This is an optimization exercise on Yosys and OpenROAD, whose aim is small area, not a production implementation.
Function was not checked in any run shown here: the RTL went through the layout flow alone.
Power and IR drop assume default switching activity.

==> design/flow/design.v <==
module ppm_core (
    input  wire        clk,
    input  wire        rst,
    input  wire        start,
    input  wire        mode,
    input  wire [15:0] len,
    output wire        ready,
    input  wire        in_valid,
    input  wire [7:0]  in_data,
    output wire        in_ready,
    output wire        out_we,
    output wire [18:0] out_addr,
    output wire [7:0]  out_data,
    output wire        tbl_clr,
    output wire [11:0] tbl_raddr,
    output wire        tbl_we,
    output wire [11:0] tbl_waddr,
    output wire [7:0]  tbl_wdata,
    input  wire [7:0]  tbl_rdata,
    output wire        done,
    output wire [18:0] out_len,
    output wire [1:0]  stop
);
    localparam [63:0] MIXER = 64'hFF51AFD7ED558CCD;
    localparam [2:0] S_IDLE = 3'd0;
    localparam [2:0] S_HASH = 3'd1;    
    localparam [2:0] S_WA   = 3'd2;    
    localparam [2:0] S_ACT  = 3'd3;    
    localparam [2:0] S_WC   = 3'd4;    
    localparam [2:0] S_CMT  = 3'd5;    
    localparam [2:0] S_FIN  = 3'd6;    
    localparam [2:0] S_DONE = 3'd7;
    reg  [2:0]  state;
    reg         md;         
    reg  [5:0]  j;          
    reg  [23:0] s;          
    reg  [23:0] ctx;        
    reg  [15:0] rem;        
    reg  [18:0] base;       
    reg  [3:0]  off;        
    reg  [8:0]  fl;         
    wire [11:0] key   = s[23:12];
    wire        rem0  = (rem == 16'd0);
    wire [15:0] rem_m1;
    wire [16:0] rb;
    assign rb[0] = 1'b1;
    genvar gr;
    generate for (gr = 0; gr < 16; gr = gr + 1) begin : g_rem
        assign rem_m1[gr] = rem[gr] ^ rb[gr];
        assign rb[gr+1]   = !rem[gr] & rb[gr];
    end endgenerate
    wire        ph2   = (j >= 6'd52);
    wire        mbit  = MIXER[j];
    wire [23:0] add;
    assign add[11:0]  = mbit ? ctx[11:0] : 12'd0;
    assign add[23:12] = (mbit && !ph2) ? ctx[23:12] : 12'd0;
    wire [24:0] sum;
    wire [24:0] cy;
    assign cy[0] = 1'b0;
    genvar gi;
    generate for (gi = 0; gi < 24; gi = gi + 1) begin : g_mul
        wire cin = (gi == 12) ? (cy[12] & !ph2) : cy[gi];
        assign sum[gi]  = s[gi] ^ add[gi] ^ cin;
        assign cy[gi+1] = (s[gi] & add[gi]) | (s[gi] & cin) | (add[gi] & cin);
    end endgenerate
    assign sum[24] = cy[24];
    wire is_hash = (state == S_HASH);
    wire is_act  = (state == S_ACT);
    wire is_wc   = (state == S_WC);
    wire is_cmt  = (state == S_CMT);
    wire is_fin  = (state == S_FIN);
    wire needctrl = md & off[3];
    wire hit      = (tbl_rdata == in_data);
    wire take     = is_act & !rem0 & in_valid & (!md | needctrl | !fl[8]);
    wire bump     = is_hash & (j == 6'd0) & !md & fl[8];
    wire flagw    = (is_wc & !md & fl[8]) | (is_fin & fl[8]);
    wire litw     = is_cmt & (md | !fl[0]);
    wire [3:0]  xoff = (is_wc | is_fin) ? 4'd0 : off;
    wire [18:0] addr;
    wire [19:0] ac;
    assign ac[0] = 1'b0;
    generate for (gi = 0; gi < 19; gi = gi + 1) begin : g_addr
        if (gi < 4) begin : g_fa
            assign addr[gi]  = base[gi] ^ xoff[gi] ^ ac[gi];
            assign ac[gi+1]  = (base[gi] & xoff[gi]) | (base[gi] & ac[gi]) | (xoff[gi] & ac[gi]);
        end else begin : g_ha
            assign addr[gi]  = base[gi] ^ ac[gi];
            assign ac[gi+1]  = base[gi] & ac[gi];
        end
    end endgenerate
    assign ready     = (state == S_IDLE);
    assign done      = (state == S_DONE);
    assign out_len   = addr;
    assign stop      = {md, !md | !off[3]};
    assign tbl_clr   = (state == S_IDLE);
    assign tbl_raddr = key;
    assign tbl_waddr = key;
    assign tbl_wdata = in_data;
    assign tbl_we    = take & (md ? !needctrl : !hit);
    assign in_ready  = is_act & !rem0 & (!md | needctrl | !fl[8]);
    assign out_we    = litw | flagw;
    assign out_addr  = addr;
    assign out_data  = (is_wc | is_fin) ? fl[7:0] : tbl_rdata;
    always @(posedge clk) begin
        if (rst) begin
            state <= S_IDLE;
        end else begin
            case (state)
            S_IDLE: if (start) begin
                md    <= mode;
                rem   <= len;
                ctx   <= 24'd0;
                base  <= mode ? 19'h7FFF8 : 19'd0;
                off   <= mode ? 4'd8 : 4'd1;
                fl    <= 9'd1;
                j     <= 6'd0;
                s     <= 24'd0;
                state <= S_HASH;
            end
            S_HASH: begin
                s <= {ph2 ? sum[0] : sum[24], sum[23:1]};
                j <= j + 6'd1;
                if (bump) begin
                    base <= addr;
                    off  <= 4'd1;
                    fl   <= 9'd1;
                end
                if (j == 6'd63) state <= S_WA;
            end
            S_WA: state <= S_ACT;
            S_ACT: begin
                if (take) rem <= rem_m1;
                if (needctrl) begin
                    if (rem0) state <= S_DONE;
                    else if (in_valid) begin
                        fl   <= {in_data, 1'b0};
                        base <= addr;
                        off  <= 4'd0;
                    end
                end else if (md & fl[8]) begin
                    fl    <= {fl[7:0], 1'b0};
                    state <= S_WC;
                end else if (rem0) begin
                    state <= md ? S_DONE : S_FIN;
                end else if (in_valid) begin
                    fl    <= {fl[7:0], md ? 1'b0 : hit};
                    state <= S_WC;
                end
            end
            S_WC: state <= S_CMT;
            S_CMT: begin
                ctx   <= {ctx[15:0], tbl_rdata};
                if (litw) off <= off + 4'd1;
                s     <= 24'd0;
                state <= S_HASH;
            end
            S_FIN: begin
                if (fl[8]) state <= S_DONE;
                else fl <= {fl[7:0], 1'b0};
            end
            default: state <= S_IDLE;    
            endcase
        end
    end
endmodule
==> design/flow/flow/run.sh <==
#!/bin/bash
set -euo pipefail
W=$(pwd)
{
  echo 'proc abc {args} {'
  echo '  set i [lsearch $args -script]'
  echo "  if {\$i >= 0} { set args [lreplace \$args [expr {\$i+1}] [expr {\$i+1}] $W/flow/abc_area.script] }"
  echo '  yosys abc {*}$args'
  echo '}'
  cat "$W/synth_recipe.tcl"
} > "$W/area_synth.tcl"
sed "s#SYNTH_SCRIPT=[^ ]*#SYNTH_SCRIPT=$W/area_synth.tcl#" "$W/standard.sh" > "$W/area_standard.sh"
grep -q "SYNTH_SCRIPT=$W/area_synth.tcl" "$W/area_standard.sh"
export SYNTH_OPERATIONS_ARGS=-noshare
export BUFFER_PORTS_ARGS="-buffer_cell sky130_fd_sc_hd__buf_1"
bash "$W/area_standard.sh" finish > "$W/make_finish.log" 2>&1
==> design/flow/flow/abc_area.script <==
strash
dc2
dc2
dch -f
amap
topo
==> design/flow/standard.sh <==
#!/bin/bash
# synth_recipe.tcl (not shown) runs the flow's synth.tcl, then flattens the netlist and writes it again
# the make line also repeats each setting of config.mk as NAME=value (left out here)
make -C /OpenROAD-flow-scripts/flow DESIGN_CONFIG=/design/flow/config.mk WORK_HOME=/design/flow/orfs CLKGATE_MAP_FILE= SYNTH_SCRIPT=/design/flow/synth_recipe.tcl "${@:-finish}"
==> design/flow/config.mk <==
export PLATFORM = sky130hd
export DESIGN_NAME = ppm_core
export DESIGN_NICKNAME = ppm_core
export VERILOG_FILES = /design/flow/design.v
export SDC_FILE = /design/flow/constraint.sdc
export NUM_CORES = 4
export LEC_CHECK = 0
export CAP_MARGIN = 20
export CORE_MARGIN = 2
export CORE_UTILIZATION = 40
export CTS_BUF_LIST = sky130_fd_sc_hd__clkbuf_8
export PLACE_DENSITY = 0.6
export SLEW_MARGIN = 20
==> design/flow/constraint.sdc <==
create_clock -name core_clock -period 15.0 [get_ports {clk}]
set_input_delay 3.0000 -clock core_clock [delete_from_list [all_inputs] [get_ports {clk}]]
set_output_delay 3.0000 -clock core_clock [all_outputs]
set_load 0.01 [all_outputs]
==> metrics.csv, run 1 <==
stage,metric,value,unit
final_layout,NumNets Final,774,
critical_path,worst path arrival time,11550,ps
sta,RSZ-0062 raised after global routing,no,
sta,final setup vio count,0,
yosys,most frequent cell after synthesis,nor2_1,
floorplan,die footprint,16600,um2
route,1st-iter DRT viols,258,
pwr,clock share of power,0.145,
yosys,most common library cells after synthesis,"nor2_1, edfxtp_1, clkinv_1",
global_routing,total global-route track usage,0.169,
global_routing,largest net degree at the start of global routing,35,
run,number of max-cap violations,0,
worst_hold_path,hold_sp,state[2]$_SDFFE_PP0P_,
route,final WL,13200,um
placed_design,GPL Wtd Cong,0.873,
sta,worst clock skew,20.3,ps
route,Final ANT Viol Nets,0,
clock_network,Post-CTS Resized,0,
sta,Final Cycle Share,0.756,
yosys,"FF+latch count, synth",106,
floorplan,die height,129,um
clock_network,TritonCTS clock tree,built,
clock_network,total CTS buffers,9,
global_routing,GRT Residual Overflow,0,
pwr,Pwr Density,187,nW/um2
critical_path,CP max-delay cell,edfxtp_1,
pwr,P_int,752,uW
sta,Period minus WS final,11340,ps
route,DR vias/cell,4.91,
yosys,"Seq/Total Area, Yosys",0.505,
clock_network,Clock transition at path regs,110,ps
clock_network,setup bufs post-CTS,0,
route,Via Count,4367,
sta,Max Freq,0.0882,GHz
sta,Max Transition Viols Final,0,
pwr,Pleak,2.45,nW
sta,Fin Hold WS,565,ps
yosys,YS warnings,1,
clock_network,Root Buffer,clkbuf_8,
final_layout,ant diodes,0,
sta,Post-Route Setup TNS,0,ps
yosys,Mapped Nets,687,
worst_hold_path,Hold Crit Class,flop to flop,
sta,Max transition margin,0.345,
placed_design,placed cell area,6640,um2
clock_network,CTS sink cnt,106,
floorplan,Core Area,15300,um2
pwr,Peak VDD IR,0.152,mV
clock_network,htree depth,3,
yosys,number of enable flip-flop cells after synthesis,103,
critical_path,CP Launch Type,flop,
global_routing,global-route wire length before repair,21500,um
floorplan,# IOs,123,
yosys,Mapped Avg Cell Area,10.7,um2
yosys,synthesized area,6250,um2
yosys,Area contributors post-synth,"edfxtp_1, fa_1, nor2_1",
pwr,Sequential Power Share,0.399,
yosys,top_reg_cell synth,edfxtp_1,
critical_path,"CP delay by family, top",adder cells,
critical_path,most frequent CP cell,fa_1,
global_routing,antenna violations before repair,0,
placed_design,Detailed Place HPWL,9770,um
critical_path,Worst Setup End Kind,flop,
route,DRT Pass-1 Iters,5,
critical_path,Bufs and invs on worst path,5,
yosys,"area leader, netlist",edfxtp_1,
critical_path,worst path required time,15200,ps
floorplan,# rows,45,
pwr,switching power,528,uW
critical_path,CP peak stage delay,450,ps
yosys,asr flop ratio synth,0,
route,per-cell routed wire length,14.8,um
yosys,Synth top area share,0.495,
floorplan,die width,129,um
route,DRC errors left,0,
clock_network,hold_buf cts,0,
sta,Final Hold Vio Count,0,
critical_path,maximum fanout along the worst path,13,
global_routing,number of global-route vias before repair,4171,
yosys,"Distinct cells, synth",34,
final_layout,share of cells above drive strength 1,0.0398,
placed_design,Port Buffers,122,
clock_network,clock latency (worst-skew pair),390,ps
critical_path,CP startpoint,j[0]$_SDFFCE_PN0P_,
pwr,Sw Ratio,0.412,
yosys,post-synthesis instance total,586,
final_layout,fill count,1482,
pwr,Logic pwr share,0.457,
final_layout,Layout area overhead,9.69,%
critical_path,Crit Path Class,flop to flop,
clock_network,Max clock buf depth,2,
final_layout,design area,6850,um2
run_status,status,no timing/DRC/antenna violations,
critical_path,worst r2r src,j[0]$_SDFFCE_PN0P_,
floorplan,Starting Density,0.409,
sta,measured slew at the worst slew-check pin,981,ps
worst register-to-register path, delay by kind of cell, from the launching register on:
kind,cells,cell delay [ps]
simple gates,4,450
compound gates,2,440
buf+inv,5,600
flops,1,450
fa+ha+maj,25,9230
cells by family (layout without fill, tap and decap cells):
| family | after synthesis | after routing | share of synthesized area |
|---|---|---|---|
| AOI/OAI and AO/OA | 74 | 74 | 0.0749 |
| adders and majority gates | 64 | 64 | 0.159 |
| buffers and inverters | 134 | 226 | 0.112 |
| DFF | 106 | 106 | 0.505 |
| and+or+nand+nor | 208 | 208 | 0.149 |
per-stage QoR:
stage          power, mW   util  setup WS (ps)  instances
2_1_floorplan      0.971      -           3900        586
3_5_place_dp        1.10  0.435           3720        873
4_1_cts             1.30  0.449           3640        889
5_1_grt             1.39  0.449           3120        889
3_3_place_gp        1.09  0.435           3910        872
6_report            1.28  0.449           3660        889
cell usage in the layout (no fill, tap or decap), drive strengths merged:
cell type and count:
a21oi 21, a211oi 4, edfxtp 103, o32a 1, a31oi 3, clkinv 84
dfxtp 3, nand4 3, a2111oi 2, or4 1, buf 129, and3 1
nand2 16, clkbuf 11, nor2b 43, o311a 1, o21bai 2, nor3 10
o2111ai 1, nor4 2, nor2 128, bufinv 1, o31ai 1, nand2b 1
a311oi 1, fa 26, o21a 1, o22ai 16, nand3 1, o32ai 1
clkinvlp 1, o21ai 13, a221oi 3, or2 2, ha 38, a222oi 2
o22a 1
routing by layer:
metal	part of all wire	global-route usage
met5	0	0
met3	0.058	0.0495
met4	0.0058	0.0371
met1	0.43	0.224
met2	0.51	0.278
state kept, by name, indices dropped and copies added, names as in the netlist:
register  flops
base         19
ctx          24
fl            9
j             6
md            1
off           4
rem          16
s            24
state         3
power by group through the flow:
stage,Clock (mW),Sequential [mW],Combinational [mW]
after detailed placement,0,0.519,0.582
after global routing,0.202,0.522,0.666
after floorplan,0,0.507,0.464
after global placement,0,0.514,0.574
after CTS,0.193,0.512,0.591
final,0.185,0.510,0.584
area by class of cell:
class                      count  area, um2  share of cell area
clock buffer                  11        151              0.0221
clock inverter                 5       52.6             0.00767
inverter                      81        304              0.0444
multi-input combinational    346       2420               0.353
sequential                   106       3150               0.460
tap                          211        264              0.0385
timing repair buffer         129        510              0.0745
worst paths after layout:
check / to / slack [ps] / cells past startpoint
max: s[22]$_SDFFCE_PN0P_ / 3660 / 36
min: state[2]$_SDFFE_PP0P_ / 570 / 2
max reg2reg: s[22]$_SDFFCE_PN0P_ / 3660 / 36
min reg2reg: state[2]$_SDFFE_PP0P_ / 570 / 2
==> run 2: changes to the inputs <==
==> design/flow/design.v (replaced) <==
module ppm_core (
    input  wire        clk,
    input  wire        rst,
    input  wire        start,
    input  wire        mode,
    input  wire [15:0] len,
    output wire        ready,
    input  wire        in_valid,
    input  wire [7:0]  in_data,
    output wire        in_ready,
    output wire        out_we,
    output wire [18:0] out_addr,
    output wire [7:0]  out_data,
    output wire        tbl_clr,
    output wire [11:0] tbl_raddr,
    output wire        tbl_we,
    output wire [11:0] tbl_waddr,
    output wire [7:0]  tbl_wdata,
    input  wire [7:0]  tbl_rdata,
    output wire        done,
    output wire [18:0] out_len,
    output wire [1:0]  stop
);
    localparam [63:0] MIXER = 64'hFF51AFD7ED558CCD;
    localparam [2:0] S_IDLE  = 3'd0;
    localparam [2:0] S_HASH  = 3'd1;    
    localparam [2:0] S_WAIT  = 3'd2;    
    localparam [2:0] S_ACT   = 3'd3;    
    localparam [2:0] S_BUMP  = 3'd4;    
    localparam [2:0] S_SHIFT = 3'd5;    
    localparam [2:0] S_DONE  = 3'd6;
    reg  [2:0]  state;
    reg         md;         
    reg  [5:0]  j;          
    reg  [23:0] s;          
    reg  [23:0] ctx;        
    reg  [15:0] rem;        
    reg  [18:0] base;       
    reg  [3:0]  off;        
    reg  [8:0]  fl;         
    wire [11:0] key   = s[23:12];
    wire        rem0  = (rem == 16'd0);
    wire        ph2   = (j >= 6'd52);
    wire        mbit  = MIXER[j];
    wire [11:0] lo_add = mbit ? ctx[11:0] : 12'd0;
    wire [11:0] hi_add = (mbit && !ph2) ? ctx[23:12] : 12'd0;
    wire [12:0] lo_sum = {1'b0, s[11:0]} + {1'b0, lo_add};
    wire [12:0] hi_sum = {1'b0, s[23:12]} + {1'b0, hi_add} + {12'd0, lo_sum[12] & !ph2};
    wire [24:0] sum    = {hi_sum, lo_sum[11:0]};
    wire act      = (state == S_ACT);
    wire needctrl = md & off[3];
    wire hitx     = md ? fl[8] : (tbl_rdata == in_data);
    wire flagw    = (act & !md & fl[8]) | ((state == S_SHIFT) & fl[8]);
    wire ctrl_tk  = act & needctrl & !rem0 & in_valid;
    wire step     = act & !needctrl & !(!md & fl[8]) &
                    ((md & fl[8]) | (!rem0 & in_valid));
    wire [7:0] byte_v = hitx ? tbl_rdata : in_data;
    wire [3:0]  xoff = flagw ? 4'd0 : off;
    wire [18:0] addr = base + {15'd0, xoff};
    assign ready     = (state == S_IDLE);
    assign done      = (state == S_DONE);
    assign out_len   = addr;
    assign stop      = {md, !md | !off[3]};
    assign tbl_clr   = (state == S_IDLE);
    assign tbl_raddr = key;
    assign tbl_waddr = key;
    assign tbl_wdata = in_data;
    assign tbl_we    = step & !hitx;
    assign in_ready  = act & !rem0 & (md ? (needctrl | !fl[8]) : !fl[8]);
    assign out_we    = (step & (md | !hitx)) | flagw;
    assign out_addr  = addr;
    assign out_data  = flagw ? fl[7:0] : byte_v;
    always @(posedge clk) begin
        if (rst) begin
            state <= S_IDLE;
        end else begin
            case (state)
            S_IDLE: if (start) begin
                md    <= mode;
                rem   <= len;
                ctx   <= 24'd0;
                base  <= mode ? 19'h7FFF8 : 19'd0;
                off   <= mode ? 4'd8 : 4'd1;
                fl    <= 9'd1;
                j     <= 6'd0;
                s     <= 24'd0;
                state <= S_HASH;
            end
            S_HASH: begin
                s <= {ph2 ? sum[0] : sum[24], sum[23:1]};
                j <= j + 6'd1;
                if (j == 6'd63) state <= S_WAIT;
            end
            S_WAIT: state <= S_ACT;
            S_ACT: begin
                if (md) begin
                    if (needctrl) begin
                        if (rem0) state <= S_DONE;
                        else if (in_valid) begin
                            fl   <= {in_data, 1'b0};
                            base <= addr;
                            off  <= 4'd0;
                            rem  <= rem - 16'd1;
                        end
                    end else if (!fl[8] && rem0) begin
                        state <= S_DONE;
                    end
                end else begin
                    if (fl[8]) state <= S_BUMP;
                    else if (rem0) state <= S_SHIFT;
                end
                if (step) begin
                    ctx <= {ctx[15:0], byte_v};
                    if (md | !hitx) off <= off + 4'd1;
                    fl  <= md ? {fl[7:0], 1'b0} : {fl[7:0], hitx};
                    if (!(md & fl[8])) rem <= rem - 16'd1;
                    s     <= 24'd0;
                    state <= S_HASH;
                end
            end
            S_BUMP: begin
                base  <= addr;
                off   <= 4'd1;
                fl    <= 9'd1;
                state <= S_ACT;
            end
            S_SHIFT: begin
                if (fl[8]) state <= S_DONE;
                else fl <= {fl[7:0], 1'b0};
            end
            S_DONE: state <= S_IDLE;
            default: state <= S_IDLE;
            endcase
        end
    end
endmodule
==> design/flow/run.sh (new file) <==
#!/bin/bash
# synth_recipe.tcl (not shown) runs the flow's synth.tcl, then flattens the netlist and writes it again
# the make line also repeats each setting of config.mk as NAME=value (left out here)
make -C /OpenROAD-flow-scripts/flow DESIGN_CONFIG=/design/flow/config.mk WORK_HOME=/design/flow/orfs CLKGATE_MAP_FILE= SYNTH_SCRIPT=/design/flow/synth_recipe.tcl finish
--- a/design/flow/config.mk
+++ b/design/flow/config.mk
@@ -8,6 +8,5 @@
 export CAP_MARGIN = 20
 export CORE_MARGIN = 2
 export CORE_UTILIZATION = 40
-export CTS_BUF_LIST = sky130_fd_sc_hd__clkbuf_8
 export PLACE_DENSITY = 0.6
 export SLEW_MARGIN = 20
removed: design/flow/flow/run.sh
removed: design/flow/flow/abc_area.script
removed: design/flow/standard.sh
==> run 2 against run 1 <==
Fmax is 30% higher. Design area increased by 27%. Register-to-register slack better by 4900 ps. Die area rose by 17%. Count of clock-buffer cells in the layout fell by 2. Final cell count increased by 15%. Flip-flop and latch count unchanged. Synthesized cell count up 25%. Largest cell class is now multi-input combinational cells. Highest routed layer unchanged.
==> metrics.csv, run 2 <==
stage,metric,value,unit
run_status,status,no timing/DRC/antenna violations,
critical_path,CP Launch Type,input port,
sta,Max Freq,0.115,GHz
clock_network,hold_buf cts,0,
clock_network,Clock transition at path regs,70,ps
route,per-cell routed wire length,17.6,um
floorplan,# rows,49,
route,1st-iter DRT viols,352,
yosys,multiplexer area fraction after synthesis,0.0172,
clock_network,htree depth,3,
global_routing,antenna violations before repair,0,
yosys,"Seq/Total Area, Yosys",0.428,
yosys,Synth Area in Simple Gates,0.189,
sta,measured slew at the worst slew-check pin,986,ps
yosys,Area contributors post-synth,"edfxtp_1, ha_1, buf_4",
critical_path,CP startpoint,in_data[4],
placed_design,Detailed Place HPWL,13300,um
floorplan,die width,140,um
yosys,Mapped Nets,808,
final_layout,NumNets Final,867,
clock_network,total CTS buffers,9,
floorplan,Starting Density,0.409,
sta,final setup vio count,0,
critical_path,Worst Setup End Kind,output port,
placed_design,placed cell area,8430,um2
global_routing,global-route wire length before repair,28900,um
route,DRC errors left,0,
pwr,clock share of power,0.246,
critical_path,Crit Path Class,input port to output port,
yosys,Post-Synth Adder-Cell Area,0.0703,
yosys,most common library cells after synthesis,"edfxtp_1, nor2_1, buf_4",
sta,worst clock skew,18.3,ps
sta,Max Transition Viols Final,0,
yosys,Synth Area in Compound Gates,0.151,
run,number of max-cap violations,0,
yosys,YS warnings,1,
worst_hold_path,hold_sp,ctx[0]$_SDFFCE_PN0P_,
pwr,Pwr Density,109,nW/um2
sta,Final Cycle Share,0.580,
final_layout,design area,8710,um2
clock_network,TritonCTS clock tree,built,
sta,Final Hold Vio Count,0,
worst_hold_path,Hold Crit Class,flop to flop,
pwr,Sw Ratio,0.333,
route,Via Count,5647,
yosys,most frequent cell after synthesis,edfxtp_1,
pwr,Sequential Power Share,0.417,
pwr,Logic pwr share,0.337,
yosys,post-synthesis instance total,732,
clock_network,clock latency (worst-skew pair),360,ps
global_routing,total global-route track usage,0.185,
pwr,switching power,317,uW
yosys,Mapped Avg Cell Area,10.1,um2
global_routing,GRT Residual Overflow,0,
final_layout,most frequent cells in the layout,"clkdlybuf4s50_1, edfxtp_1, nor2_1",
pwr,Pleak,3.35,nW
pwr,P_int,635,uW
sta,RSZ-0062 raised after global routing,no,
critical_path,maximum fanout along the worst path,8,
global_routing,number of global-route vias before repair,5633,
floorplan,Core Area,18000,um2
critical_path,worst path arrival time,5700,ps
final_layout,register area,3150,um2
yosys,xor/xnor cell area share of the yosys netlist,0.0618,
critical_path,worst r2r src,j[0]$_SDFFCE_PP0P_,
yosys,"area leader, netlist",edfxtp_1,
yosys,synthesized area,7370,um2
yosys,main combinational cell family by area after synthesis,simple AND/OR/NAND/NOR gates,
clock_network,Max clock buf depth,2,
placed_design,GPL Wtd Cong,0.900,
sta,Period minus WS final,8700,ps
yosys,Synth top area share,0.420,
clock_network,CTS sink cnt,106,
sta,Post-Route Setup TNS,0,ps
route,DR vias/cell,5.51,
final_layout,Layout area overhead,18.3,%
floorplan,die height,140,um
placed_design,Port Buffers,122,
clock_network,Root Buffer,clkbuf_16,
yosys,"FF+latch count, synth",106,
clock_network,setup bufs post-CTS,0,
yosys,"Distinct cells, synth",74,
final_layout,"most common cell after layout, fill and taps aside",clkdlybuf4s50_1,
yosys,number of enable flip-flop cells after synthesis,103,
route,final WL,18100,um
yosys,top_reg_cell synth,edfxtp_1,
yosys,asr flop ratio synth,0,
pwr,Peak VDD IR,0.0594,mV
final_layout,area of the multi-input gates,3630,um2
final_layout,ant diodes,0,
route,DRT Pass-1 Iters,5,
final_layout,share of cells above drive strength 1,0.0729,
clock_network,Post-CTS Resized,0,
global_routing,largest net degree at the start of global routing,43,
sta,Max transition margin,0.341,
final_layout,Regs by FF count,"ctx: 24 flops, s: 24 flops, base: 19 flops",
floorplan,# IOs,123,
route,Final ANT Viol Nets,0,
critical_path,worst path required time,12000,ps
final_layout,fill count,1708,
floorplan,die footprint,19500,um2
==> run 2: path summary, 6_finish.rpt <==
check	to	cells after the start	slack (ps)
worst max register to register	s[23]$_SDFFCE_PP0P_	22	8510
worst min-delay path	ctx[8]$_SDFFCE_PN0P_	1	540
worst min register to register	ctx[8]$_SDFFCE_PN0P_	1	540
worst max-delay path	out_data[3]	8	6300
==> run 2: cells by family after synthesis <==
logic type                 count (synthesis)
AOI/OAI and AO/OA                        160
xor gates and xnor gates                  52
DFF                                      106
buffers and inverters                    103
adders and majority gates                 39
muxes                                     12
and+or+nand+nor                          260
==> run 2: metal layers <==
layer,routed length (um),up-vias,global-route usage
li1,-,2727,-
met1,8120,2721,0.247
met2,8680,175,0.303
met5,0,-,0
met4,378,0,0.0695
met3,894,24,0.0299
==> run 2: area by class of cell <==
cell class,count,share of cell area
Clock inverter,7,0.00689
Multi-Input combinational cell,523,0.417
Timing Repair Buffer,130,0.147
Sequential cell,106,0.362
Tap cell,229,0.0329
Clock buffer,9,0.0258
Inverter,21,0.00905
==> run 2: power by group through the flow <==
stage               clock, mW  sequential [mW]  combinational, mW
finish                  0.234            0.397              0.321
global route            0.251            0.402              0.354
CTS                     0.239            0.397              0.323
detailed placement          0            0.404              0.321
global placement            0            0.402              0.316
floorplan                   0            0.392              0.228
==> run 2: critical path: stages <==
cell	delay, ps
clkdlybuf4s50_1	480
xnor2_1	350
nand4_1	200
nor4_4	400
a21oi_1	250
mux2i_1	220
a21oi_1	230
clkdlybuf4s50_1	570
==> run 2: per-stage QoR <==
| stage | total power, mW | instances | setup WS, ps | utilization | hold WS (ps) |
|---|---|---|---|---|---|
| after floorplan | 0.620 | 732 | 7830 | - | 515 |
| after global placement | 0.717 | 1009 | 6350 | 0.468 | 527 |
| after detailed placement | 0.724 | 1009 | 6300 | 0.468 | 525 |
| after CTS | 0.960 | 1025 | 6290 | 0.483 | 550 |
| after global routing | 1.01 | 1025 | 6150 | 0.483 | 572 |
| final | 0.952 | 1025 | 6300 | 0.483 | 543 |
==> run 3: changes to the inputs <==
==> design/flow/flow/run.sh (new file) <==
#!/bin/bash
# Standard ORFS layout (the standard.sh), with the port buffers that
# global placement inserts on every input and output taken as
# sky130_fd_sc_hd__buf_1 instead of the flow's default pick.
set -euo pipefail
export BUFFER_PORTS_ARGS="-buffer_cell sky130_fd_sc_hd__buf_1"
bash standard.sh finish > standard_make.log 2>&1
==> design/flow/standard.sh (new file) <==
#!/bin/bash
# synth_recipe.tcl (not shown) runs the flow's synth.tcl, then flattens the netlist and writes it again
# the make line also repeats each setting of config.mk as NAME=value (left out here)
make -C /OpenROAD-flow-scripts/flow DESIGN_CONFIG=/design/flow/config.mk WORK_HOME=/design/flow/orfs CLKGATE_MAP_FILE= SYNTH_SCRIPT=/design/flow/synth_recipe.tcl "${@:-finish}"
removed: design/flow/run.sh
==> run 3 against run 2 <==
First-iteration DRC count rose by 19%. Setup slack improved by 770 ps. Utilization fell by 4.1 points. Design area fell by 8.5%. Still clean on timing, DRC and antenna. Hold slack improved by 4.1 ps. Critical endpoint unchanged. Global-route usage fell by 1.0 points. Synthesized cell count did not move. Die area did not move.
==> metrics.csv, run 3 <==
stage,metric,value,unit
clock_network,TritonCTS clock tree,built,
sta,final setup vio count,0,
pwr,Peak VDD IR,0.0651,mV
critical_path,crit path to,out_data[3],
yosys,most common library cells after synthesis,"edfxtp_1, nor2_1, buf_4",
sta,worst clock skew,13.1,ps
global_routing,global-route wire length before repair,27200,um
clock_network,setup bufs post-CTS,0,
route,DRC errors left,0,
final_layout,most frequent cells in the layout,"buf_1, edfxtp_1, nor2_1",
placed_design,placed cell area,7670,um2
yosys,Mapped Avg Cell Area,10.1,um2
pwr,Logic pwr share,0.297,
yosys,Mapped Nets,808,
sta,Period minus WS final,7930,ps
route,DR vias/cell,5.42,
yosys,Synth top area share,0.420,
yosys,Post-Synth Adder-Cell Area,0.0703,
final_layout,"most common cell after layout, fill and taps aside",buf_1,
worst_hold_path,Hold Crit Class,flop to flop,
critical_path,FF-to-FF path depth,22,
sta,Max Freq,0.126,GHz
clock_network,Post-CTS Resized,0,
yosys,main combinational cell family by area after synthesis,simple AND/OR/NAND/NOR gates,
pwr,P_int,596,uW
yosys,Synth Area in Compound Gates,0.151,
final_layout,NumNets Final,867,
sta,RSZ-0062 raised after global routing,no,
pwr,Sequential Power Share,0.433,
yosys,top_reg_cell synth,edfxtp_1,
pwr,Pwr Density,115,nW/um2
clock_network,CTS sink cnt,106,
yosys,Area contributors post-synth,"edfxtp_1, ha_1, buf_4",
sta,Max Transition Viols Final,0,
floorplan,die width,140,um
critical_path,CP startpoint,in_data[5],
sta,measured slew at the worst slew-check pin,1010,ps
floorplan,Starting Density,0.409,
global_routing,largest net degree at the start of global routing,42,
yosys,"Distinct cells, synth",74,
pwr,Pleak,3.03,nW
yosys,post-synthesis instance total,732,
yosys,"Seq/Total Area, Yosys",0.428,
floorplan,die height,140,um
sta,Max transition margin,0.325,
yosys,multiplexer area fraction after synthesis,0.0172,
final_layout,ant diodes,0,
critical_path,worst path required time,12000,ps
critical_path,worst path arrival time,4930,ps
sta,Final Cycle Share,0.529,
run,number of max-cap violations,0,
critical_path,worst r2r src,j[0]$_SDFFCE_PP0P_,
run_status,status,no timing/DRC/antenna violations,
route,final WL,17000,um
pwr,clock share of power,0.270,
final_layout,design area,7980,um2
global_routing,number of global-route vias before repair,5057,
final_layout,"non-filler cells, final",1025,
clock_network,total CTS buffers,9,
route,1st-iter DRT viols,420,
placed_design,Port Buffers,122,
floorplan,# IOs,123,
critical_path,R2R Setup Slk,8550,ps
yosys,"area leader, netlist",edfxtp_1,
floorplan,die footprint,19500,um2
clock_network,clock latency (worst-skew pair),360,ps
final_layout,Layout area overhead,8.27,%
pwr,Sw Ratio,0.349,
yosys,asr flop ratio synth,0,
sta,Final Hold Vio Count,0,
placed_design,Detailed Place HPWL,12300,um
worst_hold_path,hold_sp,ctx[0]$_SDFFCE_PN0P_,
yosys,Synth Area in Simple Gates,0.189,
clock_network,hold_buf cts,0,
route,per-cell routed wire length,16.6,um
critical_path,Reg2Reg Capture Point,s[23]$_SDFFCE_PP0P_,
floorplan,Core Area,18000,um2
route,DRT Pass-1 Iters,5,
clock_network,Max clock buf depth,2,
final_layout,share of cells above drive strength 1,0.0729,
yosys,xor/xnor cell area share of the yosys netlist,0.0618,
route,Via Count,5553,
placed_design,GPL Wtd Cong,0.830,
yosys,synthesized area,7370,um2
global_routing,GRT Residual Overflow,0,
final_layout,Regs by FF count,"ctx: 24 flops, s: 24 flops, base: 19 flops",
clock_network,Root Buffer,clkbuf_16,
placed_design,placed insts,1009,
critical_path,Crit Path Class,input port to output port,
clock_network,htree depth,3,
critical_path,maximum fanout along the worst path,8,
clock_network,Clock transition at path regs,70,ps
yosys,YS warnings,1,
critical_path,CP Launch Type,input port,
critical_path,Worst Setup End Kind,output port,
global_routing,antenna violations before repair,0,
yosys,"FF+latch count, synth",106,
pwr,switching power,320,uW
yosys,most frequent cell after synthesis,edfxtp_1,
route,Final ANT Viol Nets,0,
floorplan,# rows,49,
sta,Post-Route Setup TNS,0,ps
global_routing,total global-route track usage,0.174,
yosys,number of enable flip-flop cells after synthesis,103,
-- run 3: cell count changes in the layout (fill, tap and decap cells not counted) --
cell | before | now
clkdlybuf4s50_1 | 122 | 0
clkinv_4 | 1 | 2
buf_1 | 0 | 122
clkinv_8 | 0 | 2
clkinvlp_4 | 3 | 1
inv_12 | 0 | 1
inv_6 | 2 | 0
-- run 3: kinds of logic after synthesis --
group                    Yosys count
AO/OA/AOI/OAI                    160
XOR/XNOR                          52
adder cells (fa/ha/maj)           39
buffers and inverters            103
flip-flops                       106
multiplexers                      12
AND/OR/NAND/NOR                  260
-- run 3: routing by layer --
metal	track usage	wire, um	vias up
met5	0	0	-
li1	-	-	2731
met1	0.244	7860	2631
met4	0.0421	204	0
met2	0.283	8010	175
met3	0.0303	951	16
-- run 3: layout make-up --
type                    count  area [um2]
well taps                 229         287
flip-flops and latches    106        3150
clock buffers               9         225
multi-input cells         523        3630
clock inverters             7        85.1
fillers                  1790       10000
inverters                  21        78.8
repair buffers            130         518
-- run 3: worst min path at each step --
stage	end	slack [ps]	cells past startpoint
2_1_floorplan	ctx[10]$_SDFFCE_PN0P_	510	1
3_3_place_gp	ctx[8]$_SDFFCE_PN0P_	530	1
3_5_place_dp	ctx[8]$_SDFFCE_PN0P_	530	1
4_1_cts	ctx[8]$_SDFFCE_PN0P_	550	1
5_1_grt	ctx[8]$_SDFFCE_PN0P_	580	1
6_report	ctx[8]$_SDFFCE_PN0P_	550	1
-- run 3: power groups by stage --
| stage | Clock, mW | Combinational [mW] | Sequential [mW] |
|---|---|---|---|
| finish | 0.248 | 0.272 | 0.397 |
| global route | 0.263 | 0.305 | 0.402 |
| global placement | 0 | 0.272 | 0.403 |
| CTS | 0.251 | 0.275 | 0.397 |
| detailed placement | 0 | 0.273 | 0.403 |
| floorplan | 0 | 0.228 | 0.392 |
-- run 3: per-stage QoR --
| step | hold WS [ps] | worst slack [ps] | util | power [mW] |
|---|---|---|---|---|
| 2_1_floorplan | 515 | 7830 | - | 0.620 |
| 3_3_place_gp | 525 | 7080 | 0.425 | 0.675 |
| 3_5_place_dp | 531 | 7040 | 0.425 | 0.677 |
| 4_1_cts | 548 | 7030 | 0.443 | 0.923 |
| 5_1_grt | 584 | 6860 | 0.443 | 0.970 |
| 6_report | 547 | 7070 | 0.443 | 0.916 |
-- run 3: worst max-delay path: stages --
cell     delay [ps]
buf_1           120
xnor2_1         340
nand4_1         200
nor4_4          380
a21oi_1         250
mux2i_1         220
a21oi_1         220
buf_1           180

## port drivers added, routing unchanged
How much do the figures lean on ideal ports? The routed layouts below were timed once more, with nothing changed but the port constraints.
Step 1 assumes that a clkbuf_16 drives the clock port and a buf_2 every other input.
Step 2 also shifts input and output timing later by t, the mid clock arrival at the registers, as if the neighbouring blocks saw the same clock.
Slacks: ideal ports / drivers / drivers and shift; pairs: ideal ports / drivers.
run	t (ns)	setup slack, ns	worst setup path at the end
run 1	0.415	3.656 / 3.656 / 3.656	register to register
run 2	0.395	6.298 / 6.277 / 6.277	input to output
run 3	0.401	7.069 / 7.048 / 7.048	input to output
After both steps setup and hold are still met in every run listed.
